Context: an optimization exercise on an open-source flow, tuned for small area, a short achievable clock period and few clock cycles per item. The choices shown serve that exercise and are no tape-out recipe. No run shown here included a check of the RTL's function; only the layout flow was run. Power is estimated from default activity; no workload was simulated.

## flow/design.v (module list and top-level ports; edited modules follow where they fit)
// module m64p_unit: 483 lines
// module m64p_mac32: 3281 lines
module m64p_unit (
    input  wire        clk,
    input  wire        rst,
    input  wire        in_valid,
    output wire        in_ready,
    input  wire [2:0]  in_kind,
    input  wire [3:0]  in_reg,
    input  wire [63:0] in_data,
    output reg         out_valid,
    output reg  [63:0] out_data
);
  // ...
==> flow/flow/run.sh <==
#!/bin/bash
set -euo pipefail
cd "$(dirname "$0")/.."
# synthesis .. CTS: the CTS-stage repair aims at about 5.4 ns
bash standard.sh SETUP_SLACK_MARGIN=12.6 cts > flow_to_cts.log 2>&1
# global route .. finish: a lighter repair after global routing
bash standard.sh SETUP_SLACK_MARGIN=12.3 TNS_END_PERCENT=10 finish > flow_to_finish.log 2>&1
==> flow/standard.sh <==
#!/bin/bash
# synth_recipe.tcl (not shown) runs the flow's synth.tcl, then flattens the netlist and writes it again
# the make line also repeats each setting of config.mk as NAME=value (left out here)
make -C /OpenROAD-flow-scripts/flow DESIGN_CONFIG=/design/flow/config.mk WORK_HOME=/design/flow/orfs CLKGATE_MAP_FILE= SYNTH_SCRIPT=/design/flow/synth_recipe.tcl "${@:-finish}"
==> flow/config.mk <==
export PLATFORM = sky130hd
export DESIGN_NAME = m64p_unit
export DESIGN_NICKNAME = m64p_unit
export VERILOG_FILES = /design/flow/design.v
export SDC_FILE = /design/flow/constraint.sdc
export NUM_CORES = 8
export LEC_CHECK = 0
export CAP_MARGIN = 30
export CORE_MARGIN = 2
export CORE_UTILIZATION = 40
export GPL_ROUTABILITY_DRIVEN = 1
export PLACE_DENSITY = 0.55
export SLEW_MARGIN = 20
==> flow/constraint.sdc <==
create_clock -name core_clock -period 18.0 [get_ports {clk}]
set_input_delay 3.6000 -clock core_clock [delete_from_list [all_inputs] [get_ports {clk}]]
set_output_delay 3.6000 -clock core_clock [all_outputs]
set_load 0.01 [all_outputs]
==> impl_results.md, run 1 <==
- Run status: finished clean
- GPL Wtd Cong: 1.047
- Unrepaired setup endpoints after global routing: yes
- Endpoint kind of the worst setup timing path: flop
- H-Tree Depth: 5
- Post-synthesis mux area share: 0.06343
- Worst Hold Depth: 2
- Maximum operating frequency: 171.3 MHz
- Sequential share of power: 0.257
- Worst R2R Setup Slack: 12.16 ns
- Clock buffer instance count of the final layout: 333
- Cells taking the most area after synthesis: edfxtp_1, fa_1, dfxtp_1
- Met3 WL post-DR: 139100 um
- Aggregate global routing overflow: 0
- Synthesis warning total: 2
- First-pass GRT wire length: 1311000 um
- Clock group share of total power: 0.186
- Largest fanout on the critical path: 64
- Post-synth top area share: 0.3110
- CTS tree: yes
- Final critical path time including I/O delays and setup: 5.839 ns
- Power in combinational cells: 0.0165 W
- Grt peak-use layer: met2
- Final wirelength: 972900 um
- Detailed placement HPWL: 660200 um
- Count of vias placed by the detailed router: 164400
- Mapped Nets: 19400
- Count of antenna diodes in the layout: 73
- Combinational family with the most area after synthesis: compound AO/OA/AOI/OAI gates
- Worst-path cell with the longest stage delay: edfxtp_1
- Count of non-CTS buffers in the layout: 947
- Setup Slack @ Placement: 10.66 ns
- Final antenna-violating net count: 0
- Placeable core region: 430300 sq um
- Register bit total from synthesis: 2156
- Hold bufs inserted after CTS: 0
- Synthesized area divided by synthesized cell count: 9.662 sq um
- Top cells by instance count after synthesis: edfxtp_1, nand2_1, inv_1, a21oi_1, clkbuf_1
- Highest-count cells in the layout ignoring fill and taps: edfxtp_1, nand2_1, inv_1
==> module m64p_unit, before the edit <==
module m64p_unit (
    input  wire        clk,
    input  wire        rst,
    input  wire        in_valid,
    output wire        in_ready,
    input  wire [2:0]  in_kind,
    input  wire [3:0]  in_reg,
    input  wire [63:0] in_data,
    output reg         out_valid,
    output reg  [63:0] out_data
);
    localparam [63:0] PRNG_RESET_S0 = 64'h9E3779B97F4A7C15;
    localparam [63:0] PRNG_RESET_S1 = 64'hBF58476D1CE4E5B9;
    localparam [2:0] K_WRITE_REG  = 3'd0;
    localparam [2:0] K_READ_REG   = 3'd1;
    localparam [2:0] K_COMMAND    = 3'd2;
    localparam [2:0] K_READ_STAT  = 3'd3;
    localparam [2:0] K_READ_FAULT = 3'd4;
    localparam [7:0] OP_ADD     = 8'h01;
    localparam [7:0] OP_XOR     = 8'h02;
    localparam [7:0] OP_SHIFT   = 8'h03;
    localparam [7:0] OP_SHIFTI  = 8'h04;
    localparam [7:0] OP_MUL32   = 8'h05;
    localparam [7:0] OP_IMUL32  = 8'h06;
    localparam [7:0] OP_MUL     = 8'h07;
    localparam [7:0] OP_IMUL    = 8'h08;
    localparam [7:0] OP_DIVMOD  = 8'h09;
    localparam [7:0] OP_LDSTATE = 8'h10;
    localparam [7:0] OP_RDSTATE = 8'h11;
    localparam [7:0] OP_NEXT    = 8'h12;
    localparam [7:0] OP_DRAW32  = 8'h13;
    localparam [7:0] OP_PICK    = 8'h14;
    localparam [3:0] CAUSE_ILLEGAL = 4'd1;
    localparam [3:0] CAUSE_DIVZERO = 4'd2;
    localparam [3:0] CAUSE_EMPTY   = 4'd3;
    reg         sk_v;
    reg  [2:0]  sk_kind;
    reg  [3:0]  sk_reg;
    reg  [63:0] sk_data;
    reg         ir_v;
    reg  [2:0]  ir_kind;
    reg  [3:0]  ir_reg;
    reg  [63:0] ir_data;
    reg  [3:0]  ir_ra;       
    reg         ir_ph;       
    wire        adv;         
    wire        ir_free = !ir_v || adv;
    assign in_ready = !sk_v;
    wire   acc      = in_valid && !sk_v;
    always @(posedge clk) begin
        if (rst) begin
            sk_v <= 1'b0;
            ir_v <= 1'b0;
        end else begin
            if (ir_free) begin
                ir_v <= sk_v || acc;
                sk_v <= 1'b0;
            end else if (acc) begin
                sk_v <= 1'b1;
            end
        end
        if (!sk_v) begin
            sk_kind <= in_kind;
            sk_reg  <= in_reg;
            sk_data <= in_data;
        end
        if (ir_free) begin
            if (sk_v) begin
                ir_kind <= sk_kind;
                ir_reg  <= sk_reg;
                ir_data <= sk_data;
                ir_ra   <= (sk_kind == K_READ_REG) ? sk_reg : sk_data[19:16];
            end else begin
                ir_kind <= in_kind;
                ir_reg  <= in_reg;
                ir_data <= in_data;
                ir_ra   <= (in_kind == K_READ_REG) ? in_reg : in_data[19:16];
            end
        end
    end
    reg  [63:0] W [0:15];
    reg  [63:0] s0, s1;
    reg         faulted;
    reg  [3:0]  cause;
    reg  [31:0] faultword;
    reg  [15:0] pend;        
    wire [31:0] cw   = ir_data[31:0];
    wire [7:0]  op   = cw[31:24];
    wire [3:0]  rd   = cw[23:20];
    wire [3:0]  ra   = cw[19:16];
    wire [3:0]  rb   = cw[15:12];
    wire [3:0]  re   = cw[11:8];
    wire [7:0]  imm8 = cw[7:0];
    wire k_wr  = (ir_kind == K_WRITE_REG);
    wire k_rd  = (ir_kind == K_READ_REG);
    wire k_cmd = (ir_kind == K_COMMAND);
    wire k_st  = (ir_kind == K_READ_STAT);
    wire k_fw  = (ir_kind == K_READ_FAULT);
    reg        known;
    reg [31:0] mask;
    always @(*) begin
        known = 1'b1;
        mask  = 32'hFF000FFF;
        case (op)
            OP_ADD, OP_XOR, OP_SHIFT, OP_MUL32, OP_IMUL32, OP_IMUL, OP_DIVMOD:
                mask = 32'hFF000FFF;
            OP_SHIFTI:          mask = 32'hFF00FF00;
            OP_MUL:             mask = 32'hFF0000FF;
            OP_LDSTATE:         mask = 32'hFFF00FFF;
            OP_RDSTATE:         mask = 32'hFF0FF0FF;
            OP_NEXT, OP_DRAW32: mask = 32'hFF0FFFFF;
            OP_PICK:            mask = 32'hFF00FFFF;
            default: known = 1'b0;
        endcase
    end
    wire illegal = !known
                || ((cw & mask) != {op, 24'h000000})
                || (((op == OP_MUL) || (op == OP_RDSTATE)) && (rd == re));
    wire o_add   = (op == OP_ADD);
    wire o_xor   = (op == OP_XOR);
    wire o_sh    = (op == OP_SHIFT);
    wire o_shi   = (op == OP_SHIFTI);
    wire o_mul32 = (op == OP_MUL32);
    wire o_imul32= (op == OP_IMUL32);
    wire o_mul   = (op == OP_MUL);
    wire o_imul  = (op == OP_IMUL);
    wire o_div   = (op == OP_DIVMOD);
    wire o_ld    = (op == OP_LDSTATE);
    wire o_rds   = (op == OP_RDSTATE);
    wire o_next  = (op == OP_NEXT);
    wire o_draw  = (op == OP_DRAW32);
    wire o_pick  = (op == OP_PICK);
    wire o_mulc  = o_mul32 | o_imul32 | o_mul | o_imul;
    wire o_divc  = o_div | o_pick;
    wire use_ra  = o_add | o_xor | o_sh | o_shi | o_mulc | o_div | o_ld | o_pick;
    wire use_rb  = o_add | o_xor | o_sh | o_mulc | o_div | o_ld;
    wire def_rd  = !o_ld;
    wire def_re  = o_mul | o_rds;
    wire c_ok    = k_cmd && !illegal;        
    wire        m_go, d_go;
    wire [3:0]  m_wa;
    reg  [3:0]  d_rd;
    wire [63:0] m_res_w, d_res_w;
    reg         x_v;
    reg         xk_wr, xk_rd, xk_cmd, xk_st, xk_fw;
    reg         x_ill;
    reg         x_add, x_xor, x_sh, x_mul32, x_imul32, x_mul, x_imul, x_div;
    reg         x_ld, x_rds, x_next, x_draw, x_pick;
    reg         x_ph;
    reg  [3:0]  x_wa;        
    reg  [3:0]  x_d, x_e;    
    reg  [63:0] x_a, x_b;
    reg  [31:0] x_cw;
    reg         m_busy;
    reg         d_busy;
    wire x_mop = x_v && xk_cmd && !x_ill && (x_mul32 || x_imul32 || x_mul || x_imul);
    wire x_dop = x_v && xk_cmd && !x_ill && (x_div || x_pick);
    function bsy;
        input [3:0] r;
        begin
            bsy = (pend[r] && !(m_go && (m_wa == r)) && !(d_go && (d_rd == r))) || (x_mop && ((x_d == r) || (x_mul && (x_e == r))))
                          || (x_dop && (x_d == r));
        end
    endfunction
    wire haz_cmd = c_ok && ((use_ra && bsy(ra)) || (use_rb && bsy(rb)) ||
                            (def_rd && bsy(rd)) || (def_re && bsy(re)) ||
                            (o_mulc && (m_busy || x_mop)) ||
                            (o_divc && (d_busy || x_dop)));
    wire haz_reg = (k_wr || k_rd) && bsy(ir_reg);
    wire go      = ir_v && !haz_cmd && !haz_reg;      
    wire rds_one = c_ok && o_rds && !ir_ph;           
    assign adv   = go && !rds_one;
    always @(posedge clk) begin
        if (rst)
            ir_ph <= 1'b0;
        else if (adv)
            ir_ph <= 1'b0;
        else if (go)
            ir_ph <= 1'b1;
    end
    wire        x_we;
    wire [63:0] x_wd;
    wire [63:0] ra_val = (x_we && (x_wa == ir_ra)) ? x_wd :
                         (m_go && (m_wa == ir_ra)) ? m_res_w :
                         (d_go && (d_rd == ir_ra)) ? d_res_w : W[ir_ra];
    wire [63:0] rb_val = (x_we && (x_wa == rb))    ? x_wd :
                         (m_go && (m_wa == rb))    ? m_res_w :
                         (d_go && (d_rd == rb))    ? d_res_w : W[rb];
    always @(posedge clk) begin
        if (rst)
            x_v <= 1'b0;
        else
            x_v <= go;
        if (go) begin
            xk_wr   <= k_wr;
            xk_rd   <= k_rd;
            xk_cmd  <= k_cmd;
            xk_st   <= k_st;
            xk_fw   <= k_fw;
            x_ill   <= illegal;
            x_add   <= o_add;
            x_xor   <= o_xor;
            x_sh    <= o_sh || o_shi;
            x_mul32 <= o_mul32;
            x_imul32<= o_imul32;
            x_mul   <= o_mul;
            x_imul  <= o_imul;
            x_div   <= o_div;
            x_ld    <= o_ld;
            x_rds   <= o_rds;
            x_next  <= o_next;
            x_draw  <= o_draw;
            x_pick  <= o_pick;
            x_ph    <= ir_ph;
            x_wa    <= k_wr ? ir_reg : (o_rds && ir_ph) ? re : rd;
            x_d     <= rd;
            x_e     <= re;
            x_a     <= k_wr ? ir_data : ra_val;
            x_b     <= o_shi ? {{56{imm8[7]}}, imm8} : rb_val;
            x_cw    <= cw;
        end
    end
    wire x_cok   = xk_cmd && !faulted && !x_ill;
    wire divzero = x_div  && (x_b[31:0] == 32'd0);
    wire empty   = x_pick && (x_a[31:0] == 32'd0);
    wire x_flt   = x_v && xk_cmd && !faulted && (x_ill || divzero || empty);
    wire x_exec  = x_v && x_cok && !divzero && !empty;      
    wire [31:0] sh_n   = x_b[31:0];
    wire        sh_rgt = (sh_n[31:6] == 26'd0);
    wire        sh_lft = (sh_n[31:6] == 26'h3FFFFFF) && (sh_n[5:0] != 6'd0);
    wire [5:0]  sh_lam = 6'd0 - sh_n[5:0];
    wire [63:0] sh_out = sh_rgt ? (x_a >> sh_n[5:0]) :
                         sh_lft ? (x_a << sh_lam) : 64'd0;
    function [63:0] mix;
        input [63:0] a, b;
        reg   [63:0] x;
        begin
            x   = a ^ (a >> 23);
            mix = x ^ b ^ (x << 17) ^ (b << 26);
        end
    endfunction
    reg  [63:0] t;
    wire [63:0] prng_out = t + s1;
    wire [31:0] dv_x  = x_div ? x_a[31:0] : prng_out[31:0];    
    wire [31:0] dv_n  = x_pick ? x_a[31:0] : x_b[31:0];        
    wire        dv_lt = (dv_x < dv_n);                          
    assign x_we = x_v && (xk_wr || (x_cok && (x_add || x_xor || x_sh || x_next ||
                                              x_draw || x_rds ||
                                              (x_div && !divzero) ||
                                              (x_pick && !empty))));
    reg  [63:0] x_res;
    always @(*) begin
        if (xk_wr)                  x_res = x_a;
        else if (x_add)             x_res = x_a + x_b;
        else if (x_xor)             x_res = x_a ^ x_b;
        else if (x_sh)              x_res = sh_out;
        else if (x_next)            x_res = prng_out;
        else if (x_draw || x_div || x_pick)
                                    x_res = {32'd0, dv_x};
        else if (x_ph)              x_res = s1;
        else                        x_res = s0;
    end
    assign x_wd = x_res;
    localparam [1:0] M_IDLE = 2'd0, M_RUN = 2'd1, M_FIN = 2'd2, M_FIN2 = 2'd3;
    reg  [1:0]  m_st;
    reg  [1:0]  m_step;
    reg  [1:0]  m_op;        
    reg  [3:0]  m_rd, m_re;
    reg  [31:0] m_x, m_y, m_ah, m_bo;
    reg  [65:0] m_s, m_c;
    reg  [63:0] m_l;
    reg         m_cy;
    wire        m_run = (m_st == M_RUN);
    wire        m_sh  = m_step[0];                  
    wire [65:0] m_si  = !m_run ? 66'd0 : m_sh ? {32'd0, m_s[65:32]} : m_s;
    wire [65:0] m_ci  = !m_run ? 66'd0 : m_sh ? {32'd0, m_c[65:32]} : m_c;
    wire [65:0] m_so, m_co;
    m64p_mac32 u_mac (.x(m_x), .y(m_y), .si(m_si), .ci(m_ci), .so(m_so), .co(m_co));
    wire [63:0] m_f   = m_s[63:0] + m_c[63:0] + {63'd0, m_cy};
    wire        m_f32 = m_f[32] ^ m_s[32] ^ m_c[32];    
    wire        m_last  = m_op[0] ? (m_step == 2'd2) : (m_step == 2'd3);
    wire        m_start = x_exec && (x_mul32 || x_imul32 || x_mul || x_imul);
    reg  [63:0] m_res;
    always @(*) begin
        case (m_op)
            2'd0: m_res = m_f;
            2'd1: m_res = {32'd0, m_f[31:0]};
            2'd2: m_res = (m_st == M_FIN2) ? m_l : m_f;
            default: m_res = {m_f[31:0], m_l[31:0]};
        endcase
    end
    assign     m_wa  = (m_st == M_FIN2) ? m_re : m_rd;
    assign     m_res_w = m_res;
    wire       m_req = m_st[1];
    localparam [1:0] D_IDLE = 2'd0, D_NORM = 2'd1, D_RUN = 2'd2, D_WB = 2'd3;
    reg  [1:0]  d_st;
    reg         d_pick;
    reg  [31:0] d_rem;
    reg  [31:0] d_div;       
    reg  [33:0] d_d3;        
    reg  [31:0] d_q;
    reg  [4:0]  d_cnt;
    function [5:0] bitlen32;
        input [31:0] v;
        integer k;
        begin
            bitlen32 = 6'd0;
            for (k = 0; k < 32; k = k + 1)
                if (v[k]) bitlen32 = k + 1;
        end
    endfunction
    wire [5:0]  d_bx   = bitlen32(d_rem);
    wire [5:0]  d_bn   = bitlen32(d_div);
    wire [4:0]  d_k    = d_bx[4:0] - d_bn[4:0];
    wire [33:0] d_n3   = {2'b0, d_div} + {1'b0, d_div, 1'b0};
    wire [64:0] d_n3s  = {31'd0, d_n3} << d_k;
    wire [34:0] d_t1   = {3'b0, d_rem} - {3'b0, d_div};
    wire [34:0] d_t2   = {3'b0, d_rem} - {4'b0, d_div[31:1]};
    wire [34:0] d_t3   = {3'b0, d_rem} - {1'b0, d_d3};
    wire        d_g1   = !d_t1[34];
    wire        d_g2   = !d_t2[34];
    wire        d_g3   = !d_t3[34];
    wire        d_one  = (d_cnt == 5'd0);
    wire        d_end  = (d_cnt[4:1] == 4'd0);
    wire [31:0] d_rn   = d_one ? (d_g1 ? d_t1[31:0] : d_rem) :
                         d_g1  ? (d_g3 ? d_t3[31:0] : d_t1[31:0]) :
                                 (d_g2 ? d_t2[31:0] : d_rem);
    wire [31:0] d_qn   = d_one ? {d_q[30:0], d_g1} :
                                 {d_q[29:0], d_g1, d_g1 ? d_g3 : d_g2};
    wire d_start = x_exec && (x_div || x_pick) && !dv_lt;
    wire        d_fin = (d_st == D_RUN) && d_end;
    wire [63:0] d_res = d_fin ? (d_pick ? {32'd0, d_rn} : {d_qn, d_rn})
                              : (d_pick ? {32'd0, d_rem} : {d_q, d_rem});
    wire        d_req = (d_st == D_WB) || d_fin;
    assign      d_res_w = d_res;
    reg rst_q;
    always @(posedge clk) rst_q <= rst;
    wire [1:0] xb = x_wa[1:0];
    wire [1:0] mb = m_wa[1:0];
    wire [1:0] db = d_rd[1:0];
    assign m_go = m_req && !(x_we && (xb == mb));
    assign d_go = d_req && !(x_we && (xb == db)) && !(m_go && (mb == db));
    genvar gi, gb;
    generate
        for (gb = 0; gb < 4; gb = gb + 1) begin : g_bank
            wire        bx = x_we && (xb == gb);
            wire        bm = m_go && (mb == gb);
            wire [63:0] bd = bx ? x_wd : bm ? m_res : d_res;
            wire [63:0] bv = rst_q ? 64'd0 : bd;
            for (gi = gb; gi < 16; gi = gi + 4) begin : g_w
                wire wen = rst_q || (x_we && (x_wa == gi)) ||
                           (m_go && (m_wa == gi)) || (d_go && (d_rd == gi));
                always @(posedge clk)
                    if (wen) W[gi] <= bv;
            end
        end
    endgenerate
    wire do_step = x_exec && (x_next || x_draw || x_pick);
    wire do_ld   = x_exec && x_ld;
    always @(posedge clk) begin
        if (rst_q) begin
            s0        <= PRNG_RESET_S0;
            s1        <= PRNG_RESET_S1;
            t         <= mix(PRNG_RESET_S0, PRNG_RESET_S1);
            faulted   <= 1'b0;
            cause     <= 4'd0;
            faultword <= 32'd0;
        end else begin
            if (do_step) begin
                s0 <= s1;
                s1 <= t;
                t  <= mix(s1, t);
            end else if (do_ld) begin
                s0 <= x_a;
                s1 <= x_b;
                t  <= mix(x_a, x_b);
            end
            if (x_flt) begin
                faulted   <= 1'b1;
                cause     <= x_ill ? CAUSE_ILLEGAL :
                             divzero ? CAUSE_DIVZERO : CAUSE_EMPTY;
                faultword <= x_cw;
            end
        end
    end
    always @(posedge clk) begin
        if (x_v)
            out_data <= xk_rd ? x_a :
                        xk_st ? {56'd0, cause, 3'd0, faulted} :
                        xk_fw ? {32'd0, faultword} : 64'd0;
        if (rst) begin
            pend      <= 16'd0;
            m_st      <= M_IDLE;
            m_busy    <= 1'b0;
            d_st      <= D_IDLE;
            d_busy    <= 1'b0;
            out_valid <= 1'b0;
        end else begin
            out_valid <= x_v && !(xk_cmd && !x_ill && x_rds && !x_ph);
            begin : pend_upd
                reg [15:0] p;
                p = pend;
                if (m_go) p[m_wa] = 1'b0;
                if (d_go) p[d_rd] = 1'b0;
                if (m_start) begin
                    p[x_d] = 1'b1;
                    if (x_mul) p[x_e] = 1'b1;
                end
                if (d_start) p[x_d] = 1'b1;
                pend <= p;
            end
            case (m_st)
                M_IDLE: if (m_start) begin
                    m_st   <= (x_mul32 || x_imul32) ? M_FIN : M_RUN;
                    m_busy <= 1'b1;
                end
                M_RUN: if (m_last) m_st <= M_FIN;
                M_FIN: if (m_go) begin
                    if (m_op == 2'd2) m_st <= M_FIN2;
                    else begin m_st <= M_IDLE; m_busy <= 1'b0; end
                end
                default: if (m_go) begin m_st <= M_IDLE; m_busy <= 1'b0; end
            endcase
            case (d_st)
                D_IDLE: if (d_start) begin
                    d_st   <= D_NORM;
                    d_busy <= 1'b1;
                end
                D_NORM: d_st <= D_RUN;
                D_RUN:  if (d_end) begin
                    if (d_go) begin d_st <= D_IDLE; d_busy <= 1'b0; end
                    else d_st <= D_WB;
                end
                default: if (d_go) begin d_st <= D_IDLE; d_busy <= 1'b0; end
            endcase
        end
        if (go && c_ok && o_mulc && !m_busy) begin
            m_x  <= ra_val[31:0];
            m_ah <= ra_val[63:32];
            m_y  <= rb_val[31:0];
            m_bo <= rb_val[63:32];
        end else if (m_start || m_run) begin
            m_y  <= m_bo;
            m_bo <= m_y;
            if (m_run && m_step == 2'd1)
                m_x <= m_ah;
        end
        if (m_start) begin
            m_rd   <= x_d;
            m_re   <= x_e;
            m_op   <= x_mul32 ? 2'd0 : x_imul32 ? 2'd1 : x_mul ? 2'd2 : 2'd3;
            m_step <= 2'd1;
            m_cy   <= 1'b0;
            m_s    <= m_so;
            m_c    <= m_co;
        end else if (m_run) begin
            m_step <= m_step + 2'd1;
            m_s    <= m_so;
            m_c    <= m_co;
            if (m_sh) begin
                m_l[32*m_step[1] +: 32] <= m_f[31:0];
                m_cy <= m_f32;
            end
        end
        if (d_start) begin
            d_pick <= x_pick;
            d_rd   <= x_d;
            d_rem  <= dv_x;
            d_div  <= dv_n;
            d_q    <= 32'd0;
        end else if (d_st == D_NORM) begin
            d_div  <= d_div << d_k;
            d_d3   <= d_n3s[34:1];
            d_cnt  <= d_k;
        end else if (d_st == D_RUN) begin
            d_rem  <= d_rn;
            d_q    <= d_qn;
            d_div  <= d_div >> 2;
            d_d3   <= d_d3 >> 2;
            d_cnt  <= d_cnt - 5'd2;
        end
    end
endmodule
==> inputs of run 2 (changes only) <==
--- a/flow/design.v
+++ b/flow/design.v
@@ -137,7 +137,8 @@
     wire def_rd  = !o_ld;
     wire def_re  = o_mul | o_rds;
     wire c_ok    = k_cmd && !illegal;        
-    wire        m_go, d_go;
+    wire        m_go, d_go, m_free;
+    wire        m_wr, d_wr;          
     wire [3:0]  m_wa;
     reg  [3:0]  d_rd;
     wire [63:0] m_res_w, d_res_w;
@@ -150,7 +151,7 @@
     reg  [3:0]  x_wa;        
     reg  [3:0]  x_d, x_e;    
     reg  [63:0] x_a, x_b;
-    reg  [31:0] x_cw;
+    reg  [3:0]  x_ra, x_rb;  
     reg         m_busy;
     reg         d_busy;
     wire x_mop = x_v && xk_cmd && !x_ill && (x_mul32 || x_imul32 || x_mul || x_imul);
@@ -158,15 +159,16 @@
     function bsy;
         input [3:0] r;
         begin
-            bsy = (pend[r] && !(m_go && (m_wa == r)) && !(d_go && (d_rd == r))) || (x_mop && ((x_d == r) || (x_mul && (x_e == r))))
-                          || (x_dop && (x_d == r));
+            bsy = (pend[r] && !(x_we && (x_wa == r)) && !(m_wr && (m_wa == r)) &&
+                   !(d_wr && (d_rd == r))) ||
+                  (x_mop && ((x_d == r) || (x_mul && (x_e == r)))) ||
+                  (x_dop && (x_d == r));
         end
     endfunction
     wire haz_cmd = c_ok && ((use_ra && bsy(ra)) || (use_rb && bsy(rb)) ||
-                            (def_rd && bsy(rd)) || (def_re && bsy(re)) ||
-                            (o_mulc && (m_busy || x_mop)) ||
-                            (o_divc && (d_busy || x_dop)));
-    wire haz_reg = (k_wr || k_rd) && bsy(ir_reg);
+                            (o_mulc && ((m_busy && !m_free) || x_mop)) ||
+                            (o_divc && ((d_busy && !d_go) || x_dop)));
+    wire haz_reg = k_rd && bsy(ir_reg);
     wire go      = ir_v && !haz_cmd && !haz_reg;      
     wire rds_one = c_ok && o_rds && !ir_ph;           
     assign adv   = go && !rds_one;
@@ -181,11 +183,11 @@
     wire        x_we;
     wire [63:0] x_wd;
     wire [63:0] ra_val = (x_we && (x_wa == ir_ra)) ? x_wd :
-                         (m_go && (m_wa == ir_ra)) ? m_res_w :
-                         (d_go && (d_rd == ir_ra)) ? d_res_w : W[ir_ra];
+                         (m_wr && (m_wa == ir_ra)) ? m_res_w :
+                         (d_wr && (d_rd == ir_ra)) ? d_res_w : W[ir_ra];
     wire [63:0] rb_val = (x_we && (x_wa == rb))    ? x_wd :
-                         (m_go && (m_wa == rb))    ? m_res_w :
-                         (d_go && (d_rd == rb))    ? d_res_w : W[rb];
+                         (m_wr && (m_wa == rb))    ? m_res_w :
+                         (d_wr && (d_rd == rb))    ? d_res_w : W[rb];
     always @(posedge clk) begin
         if (rst)
             x_v <= 1'b0;
@@ -216,8 +218,10 @@
             x_d     <= rd;
             x_e     <= re;
             x_a     <= k_wr ? ir_data : ra_val;
-            x_b     <= o_shi ? {{56{imm8[7]}}, imm8} : rb_val;
-            x_cw    <= cw;
+            x_b     <= illegal ? {32'd0, cw} :
+                       o_shi ? {{56{imm8[7]}}, imm8} : rb_val;
+            x_ra    <= ra;
+            x_rb    <= rb;
         end
     end
     wire x_cok   = xk_cmd && !faulted && !x_ill;
@@ -263,12 +267,12 @@
     assign x_wd = x_res;
     localparam [1:0] M_IDLE = 2'd0, M_RUN = 2'd1, M_FIN = 2'd2, M_FIN2 = 2'd3;
     reg  [1:0]  m_st;
+    reg         m_lv_d, m_lv_e;      
     reg  [1:0]  m_step;
     reg  [1:0]  m_op;        
     reg  [3:0]  m_rd, m_re;
     reg  [31:0] m_x, m_y, m_ah, m_bo;
     reg  [65:0] m_s, m_c;
-    reg  [63:0] m_l;
     reg         m_cy;
     wire        m_run = (m_st == M_RUN);
     wire        m_sh  = m_step[0];                  
@@ -285,15 +289,17 @@
         case (m_op)
             2'd0: m_res = m_f;
             2'd1: m_res = {32'd0, m_f[31:0]};
-            2'd2: m_res = (m_st == M_FIN2) ? m_l : m_f;
-            default: m_res = {m_f[31:0], m_l[31:0]};
+            2'd2: m_res = (m_st == M_FIN2) ? {m_x, m_ah} : m_f;
+            default: m_res = {m_f[31:0], m_ah};
         endcase
     end
     assign     m_wa  = (m_st == M_FIN2) ? m_re : m_rd;
     assign     m_res_w = m_res;
     wire       m_req = m_st[1];
-    localparam [1:0] D_IDLE = 2'd0, D_NORM = 2'd1, D_RUN = 2'd2, D_WB = 2'd3;
+    assign     m_free = m_go && !((m_st == M_FIN) && (m_op == 2'd2));
+    localparam [1:0] D_IDLE = 2'd0, D_RUN = 2'd2, D_WB = 2'd3;
     reg  [1:0]  d_st;
+    reg         d_lv;                
     reg         d_pick;
     reg  [31:0] d_rem;
     reg  [31:0] d_div;       
@@ -309,11 +315,11 @@
                 if (v[k]) bitlen32 = k + 1;
         end
     endfunction
-    wire [5:0]  d_bx   = bitlen32(d_rem);
-    wire [5:0]  d_bn   = bitlen32(d_div);
-    wire [4:0]  d_k    = d_bx[4:0] - d_bn[4:0];
-    wire [33:0] d_n3   = {2'b0, d_div} + {1'b0, d_div, 1'b0};
-    wire [64:0] d_n3s  = {31'd0, d_n3} << d_k;
+    wire [5:0]  dv_bx  = bitlen32(dv_x);
+    wire [5:0]  dv_bn  = bitlen32(dv_n);
+    wire [4:0]  dv_k   = dv_bx[4:0] - dv_bn[4:0];
+    wire [33:0] dv_n3  = {2'b0, dv_n} + {1'b0, dv_n, 1'b0};
+    wire [64:0] dv_n3s = {31'd0, dv_n3} << dv_k;
     wire [34:0] d_t1   = {3'b0, d_rem} - {3'b0, d_div};
     wire [34:0] d_t2   = {3'b0, d_rem} - {4'b0, d_div[31:1]};
     wire [34:0] d_t3   = {3'b0, d_rem} - {1'b0, d_d3};
@@ -338,18 +344,21 @@
     wire [1:0] xb = x_wa[1:0];
     wire [1:0] mb = m_wa[1:0];
     wire [1:0] db = d_rd[1:0];
-    assign m_go = m_req && !(x_we && (xb == mb));
-    assign d_go = d_req && !(x_we && (xb == db)) && !(m_go && (mb == db));
+    wire   m_need = (m_st == M_FIN2) ? m_lv_e : m_lv_d;
+    assign m_go = m_req && (!m_need || !(x_we && (xb == mb)));
+    assign m_wr = m_go && m_need;
+    assign d_go = d_req && (!d_lv || (!(x_we && (xb == db)) && !(m_wr && (mb == db))));
+    assign d_wr = d_go && d_lv;
     genvar gi, gb;
     generate
         for (gb = 0; gb < 4; gb = gb + 1) begin : g_bank
             wire        bx = x_we && (xb == gb);
-            wire        bm = m_go && (mb == gb);
+            wire        bm = m_wr && (mb == gb);
             wire [63:0] bd = bx ? x_wd : bm ? m_res : d_res;
             wire [63:0] bv = rst_q ? 64'd0 : bd;
             for (gi = gb; gi < 16; gi = gi + 4) begin : g_w
                 wire wen = rst_q || (x_we && (x_wa == gi)) ||
-                           (m_go && (m_wa == gi)) || (d_go && (d_rd == gi));
+                           (m_wr && (m_wa == gi)) || (d_wr && (d_rd == gi));
                 always @(posedge clk)
                     if (wen) W[gi] <= bv;
             end
@@ -379,7 +388,9 @@
                 faulted   <= 1'b1;
                 cause     <= x_ill ? CAUSE_ILLEGAL :
                              divzero ? CAUSE_DIVZERO : CAUSE_EMPTY;
-                faultword <= x_cw;
+                faultword <= x_ill ? x_b[31:0] :
+                             {x_div ? OP_DIVMOD : OP_PICK, x_d, x_ra,
+                              x_div ? x_rb : 4'd0, 12'd0};
             end
         end
     end
@@ -400,8 +411,9 @@
             begin : pend_upd
                 reg [15:0] p;
                 p = pend;
-                if (m_go) p[m_wa] = 1'b0;
-                if (d_go) p[d_rd] = 1'b0;
+                if (m_wr) p[m_wa] = 1'b0;
+                if (d_wr) p[d_rd] = 1'b0;
+                if (x_we) p[x_wa] = 1'b0;
                 if (m_start) begin
                     p[x_d] = 1'b1;
                     if (x_mul) p[x_e] = 1'b1;
@@ -423,10 +435,9 @@
             endcase
             case (d_st)
                 D_IDLE: if (d_start) begin
-                    d_st   <= D_NORM;
+                    d_st   <= D_RUN;
                     d_busy <= 1'b1;
                 end
-                D_NORM: d_st <= D_RUN;
                 D_RUN:  if (d_end) begin
                     if (d_go) begin d_st <= D_IDLE; d_busy <= 1'b0; end
                     else d_st <= D_WB;
@@ -434,7 +445,21 @@
                 default: if (d_go) begin d_st <= D_IDLE; d_busy <= 1'b0; end
             endcase
         end
-        if (go && c_ok && o_mulc && !m_busy) begin
+        if (m_start) begin
+            m_lv_d <= 1'b1;
+            m_lv_e <= x_mul;
+        end else begin
+            if ((x_we && (x_wa == m_rd)) || (d_start && (x_d == m_rd)))
+                m_lv_d <= 1'b0;
+            if ((x_we && (x_wa == m_re)) || (d_start && (x_d == m_re)))
+                m_lv_e <= 1'b0;
+        end
+        if (d_start)
+            d_lv <= 1'b1;
+        else if ((x_we && (x_wa == d_rd)) ||
+                 (m_start && ((x_d == d_rd) || (x_mul && (x_e == d_rd)))))
+            d_lv <= 1'b0;
+        if (go && c_ok && o_mulc) begin
             m_x  <= ra_val[31:0];
             m_ah <= ra_val[63:32];
             m_y  <= rb_val[31:0];
@@ -442,8 +467,12 @@
         end else if (m_start || m_run) begin
             m_y  <= m_bo;
             m_bo <= m_y;
-            if (m_run && m_step == 2'd1)
-                m_x <= m_ah;
+            if (m_run && m_step == 2'd1) begin
+                m_x  <= m_ah;
+                m_ah <= m_f[31:0];
+            end
+            if (m_run && m_step == 2'd3)
+                m_x  <= m_f[31:0];
         end
         if (m_start) begin
             m_rd   <= x_d;
@@ -457,21 +486,17 @@
             m_step <= m_step + 2'd1;
             m_s    <= m_so;
             m_c    <= m_co;
-            if (m_sh) begin
-                m_l[32*m_step[1] +: 32] <= m_f[31:0];
+            if (m_sh)
                 m_cy <= m_f32;
-            end
         end
         if (d_start) begin
             d_pick <= x_pick;
             d_rd   <= x_d;
             d_rem  <= dv_x;
-            d_div  <= dv_n;
+            d_div  <= dv_n << dv_k;
+            d_d3   <= dv_n3s[34:1];
+            d_cnt  <= dv_k;
             d_q    <= 32'd0;
-        end else if (d_st == D_NORM) begin
-            d_div  <= d_div << d_k;
-            d_d3   <= d_n3s[34:1];
-            d_cnt  <= d_k;
         end else if (d_st == D_RUN) begin
             d_rem  <= d_rn;
             d_q    <= d_qn;
--- a/flow/config.mk
+++ b/flow/config.mk
@@ -7,7 +7,7 @@
 export LEC_CHECK = 0
 export CAP_MARGIN = 30
 export CORE_MARGIN = 2
-export CORE_UTILIZATION = 40
+export CORE_UTILIZATION = 30
 export GPL_ROUTABILITY_DRIVEN = 1
-export PLACE_DENSITY = 0.55
+export PLACE_DENSITY = 0.45
 export SLEW_MARGIN = 20
==> run 2 against run 1 <==
Against the previous run: non-clock buffer count up 245; first-iteration DRC count down 7.2%; cell area up 2.7%; sequential share of layout area down 2.0 points; wire length up 8.8%; via count about the same; critical path type unchanged; synthesized area down 2.0%; synthesized cell count down 0.18%; setup slack worse by 0.32 ns; utilization down 9.6 points; critical path depth up 12.
==> impl_results.md, run 2 <==
- Unrepaired setup endpoints after global routing: yes
- Final wirelength: 1059000 um (+8.8%)
- Worst Hold Class: reg2reg
- Mapped Nets: 19370 (-0.18%)
- Final setup margin: 11.84 ns
- Clock buffer count from CTS: 277
- Number of search-and-repair iterations in the first detailed-routing pass: 9
- Port Buffer Count: 139
- Count of vias placed by the detailed router: 164500 (+0.085%)
- # placed instances: 24760
- Starting Density: 0.3015
- Final setup violation count: 0
- CTS tree: yes
- Horizontal die dimension: 755.3 um
- Biggest regs: W (1024), m_c (66), m_s (66)
- Post-synth top area share: 0.3033 (-0.007716)
- Aggregate global routing overflow: 0 (unchanged)
- Worst Hold Depth: 2 (unchanged)
- Syn Inst Count: 17850
- Cells on worst reg2reg path: 28
- Post-synth cell types: 120
- Worst IR drop on VDD: 0.09569 mV
- Layout area overhead: 17.85%
- Number of vias per cell: 6.407
- Synth area leader: edfxtp_1
- Count of routing violations after the opening detailed-route iteration: 25860
- Detailed placement HPWL: 728800 um (+10%)
- Critical path startpoint category: flop
- Category of the most critical setup path: reg2reg
- Data required time of the worst path: 18.73 ns
- Cell seen most often among critical-path stages: nor2_1
- Arrival time at the worst endpoint: 6.90 ns
- Cell row count: 275
- Largest fanout on the critical path: 8 (-88%)
- Biggest register: W
- Number of flip-flops in the largest register: 1024
- Most repeated cell in the gate-level netlist after synthesis: edfxtp_1
- Top FF cell, synth: edfxtp_1
- Endpoint kind of the worst setup timing path: flop
- Clock-pin slew on the worst setup and hold paths: 0.06 ns
- GPL Wtd Cong: 1.027 (-1.9%)
- Final max-slew violation count: 0
- Maximum single-stage delay on the critical path: 0.46 ns
- Synthesis warning total: 2 (unchanged)
- Maximum number of pins on one net before global-route repair: 185
- Slew HR: 0.1831
- Max_cap viols: 0
- Worst Tran Pin Value: 1.212 ns
- Vert. Die Dim: 755.3 um
- Top cells by instance count after synthesis: edfxtp_1, nand2_1, inv_1, nor2_1, clkbuf_1
- Synthesized cell area: 169300 sq um
- Sequential fraction of the synthesis area: 0.3469
- Share of flip-flops with an asynchronous set or reset: 0
- Final critical-path share of the clock period: 0.3424
- Cell Count, Final, Fillers Out: 25680
- H-Tree Depth: 5 (unchanged)
- Ratio of cells with drive above 1 in the final layout: 0.1479
- Maximum clock insertion buffer count: 4
- Setup Slack @ Placement: 10.31 ns (-0.3429 ns)
- Via count of the first global-routing pass: 155100
- Number of flops mapped to enable cells by yosys: 1710
- Count of nets after finishing: 19430
- Aggregate negative setup slack: 0 ns
- Endpoints failing hold: 0
- Synthesized area divided by synthesized cell count: 9.488 sq um (-1.8%)
- Register bit total from synthesis: 2079 (-3.6%)
- First-pass GRT wire length: 1404000 um (+7.1%)
- Maximum operating frequency: 162.2 MHz (-5.3%)
- Static leakage: 76.40 nW
- Run status: finished clean
- Hold bufs inserted after CTS: 0 (unchanged)
- Sinks on the clock net: 2079
- Root cell of the clock tree: clkbuf_16
- Final critical path time including I/O delays and setup: 6.163 ns (+0.3244 ns)
- Power density relative to cell area: 87.74 nW/um^2
- Number of top-level design ports: 140
- Mean routed wirelength per cell: 41.23 um
- Final worst clock skew: 0.1462 ns
- Highest-count cells in the layout ignoring fill and taps: edfxtp_1, nand2_1, inv_1
- Final antenna-violating net count: 0 (unchanged)
- Most common cell after layout, fill and taps aside: edfxtp_1
- Number of antenna violations at the first check in global routing: 131
- Die ar.: 570400 sq um
- GRT Total Usage: 0.3573
- Cells taking the most area after synthesis: edfxtp_1, fa_1, dfxtp_1
- Worst-path cell with the longest stage delay: fa_2
- Skew-Pair Late Insertion Delay: 1.09 ns
- Placeable core region: 561500 sq um (+31%)
- DRC: 0
- Worst hold slack across all endpoints: 0.4348 ns
[run 2: worst max-delay path, delay by kind of cell, from the launching register on]
kind,cells,cell delay (ns)
adders and majority gates,3,1.03
AOI/OAI and AO/OA,15,3.14
xor gates and xnor gates,1,0.14
muxes,2,0.36
and+or+nand+nor,3,0.30
DFF,1,0.35
buffers and inverters,4,0.56
[run 2: worst paths after layout]
kind                             from         to  slack [ns]
worst max-delay path            s1[0]  d_div[19]       11.84
worst max register to register  s1[0]  d_div[19]       11.84
worst min register to register  s0[2]      s0[2]        0.43
worst min-delay path            s0[2]      s0[2]        0.43
[run 2: cell families after synthesis]
family,count (synthesis),share of synthesized area
buf+inv,2765,0.06293
xor+xnor,686,0.03564
compound gates,5128,0.2051
mux,751,0.05707
flops,2079,0.3469
simple gates,4987,0.1395
fa+ha+maj,1449,0.1528
[run 2: area by class of cell]
class                           instances  area (sq um)
Clock buffer                          358          7471
Multi-Input combinational cell      13010        104300
Inverter                             1335          5081
Clock inverter                        142          1615
Antenna cell                           73         182.7
Tap cell                             7479          9358
Timing Repair Buffer                 1192         12560
Sequential cell                      2079         58790
Timing Repair inverter                 11         210.2
Fill cell                           56910        362000
[run 2: metal layers]
| layer | routed length, um | GRT usage | share of wire |
|---|---|---|---|
| met2 | 437400 | 0.5195 | 0.41 |
| met1 | 390700 | 0.4389 | 0.37 |
| met4 | 98740 | 0.2633 | 0.093 |
| met5 | 1050 | 0.006902 | 0.00099 |
| met3 | 131000 | 0.1196 | 0.12 |
[run 2: power by group]
part           internal [W]  switching (W)
clock network       0.00326        0.00251
logic               0.00200        0.00405
registers           0.00547       0.000210
[run 2: timing repair]
item	in CTS	in global routing
buffers inserted	246	13
gates resized for setup	1146	63
endpoints found under the setup margin	2831	210
pin swaps	212	61
cloned	75	0
[run 2: stage by stage]
step / total power, W / utilization / area (sq um)
floorplan: 0.008223 / - / 169700
global placement: 0.01047 / 0.3225 / 181100
detailed placement: 0.01046 / 0.3235 / 181700
CTS: 0.01706 / 0.3540 / 198800
global route: 0.01773 / 0.3551 / 199400
finish: 0.01751 / 0.3553 / 199500

what the ideal ports hide:
Ports are ideal in the flow. The routed layouts listed here were re-timed in OpenROAD.
Step 1 (the two cells are an assumption about what drives the block):
set clk [get_ports {clk}]
set_driving_cell -lib_cell sky130_fd_sc_hd__clkbuf_16 $clk
set_driving_cell -lib_cell sky130_fd_sc_hd__buf_2 [delete_from_list [all_inputs] $clk]
Step 2 also shifts input and output timing later by t, the mid clock arrival at the registers, as if the neighbouring blocks saw the same clock.
a / b / c = ideal / step 1 / step 2; a / b = the first two.
run	t, ns	setup WS [ns]	worst hold slack (ns)	slew at the worst register clock pin (ns)	worst data-port slew with drivers (ns)
run 1	1.102	12.161 / 12.161 / 12.161	0.455 / 0.455 / 0.455	0.07 / 0.07	0.13
run 2	1.160	11.837 / 11.837 / 11.837	0.435 / 0.435 / 0.435	0.08 / 0.08	0.11
After both steps every run listed still meets setup and hold.
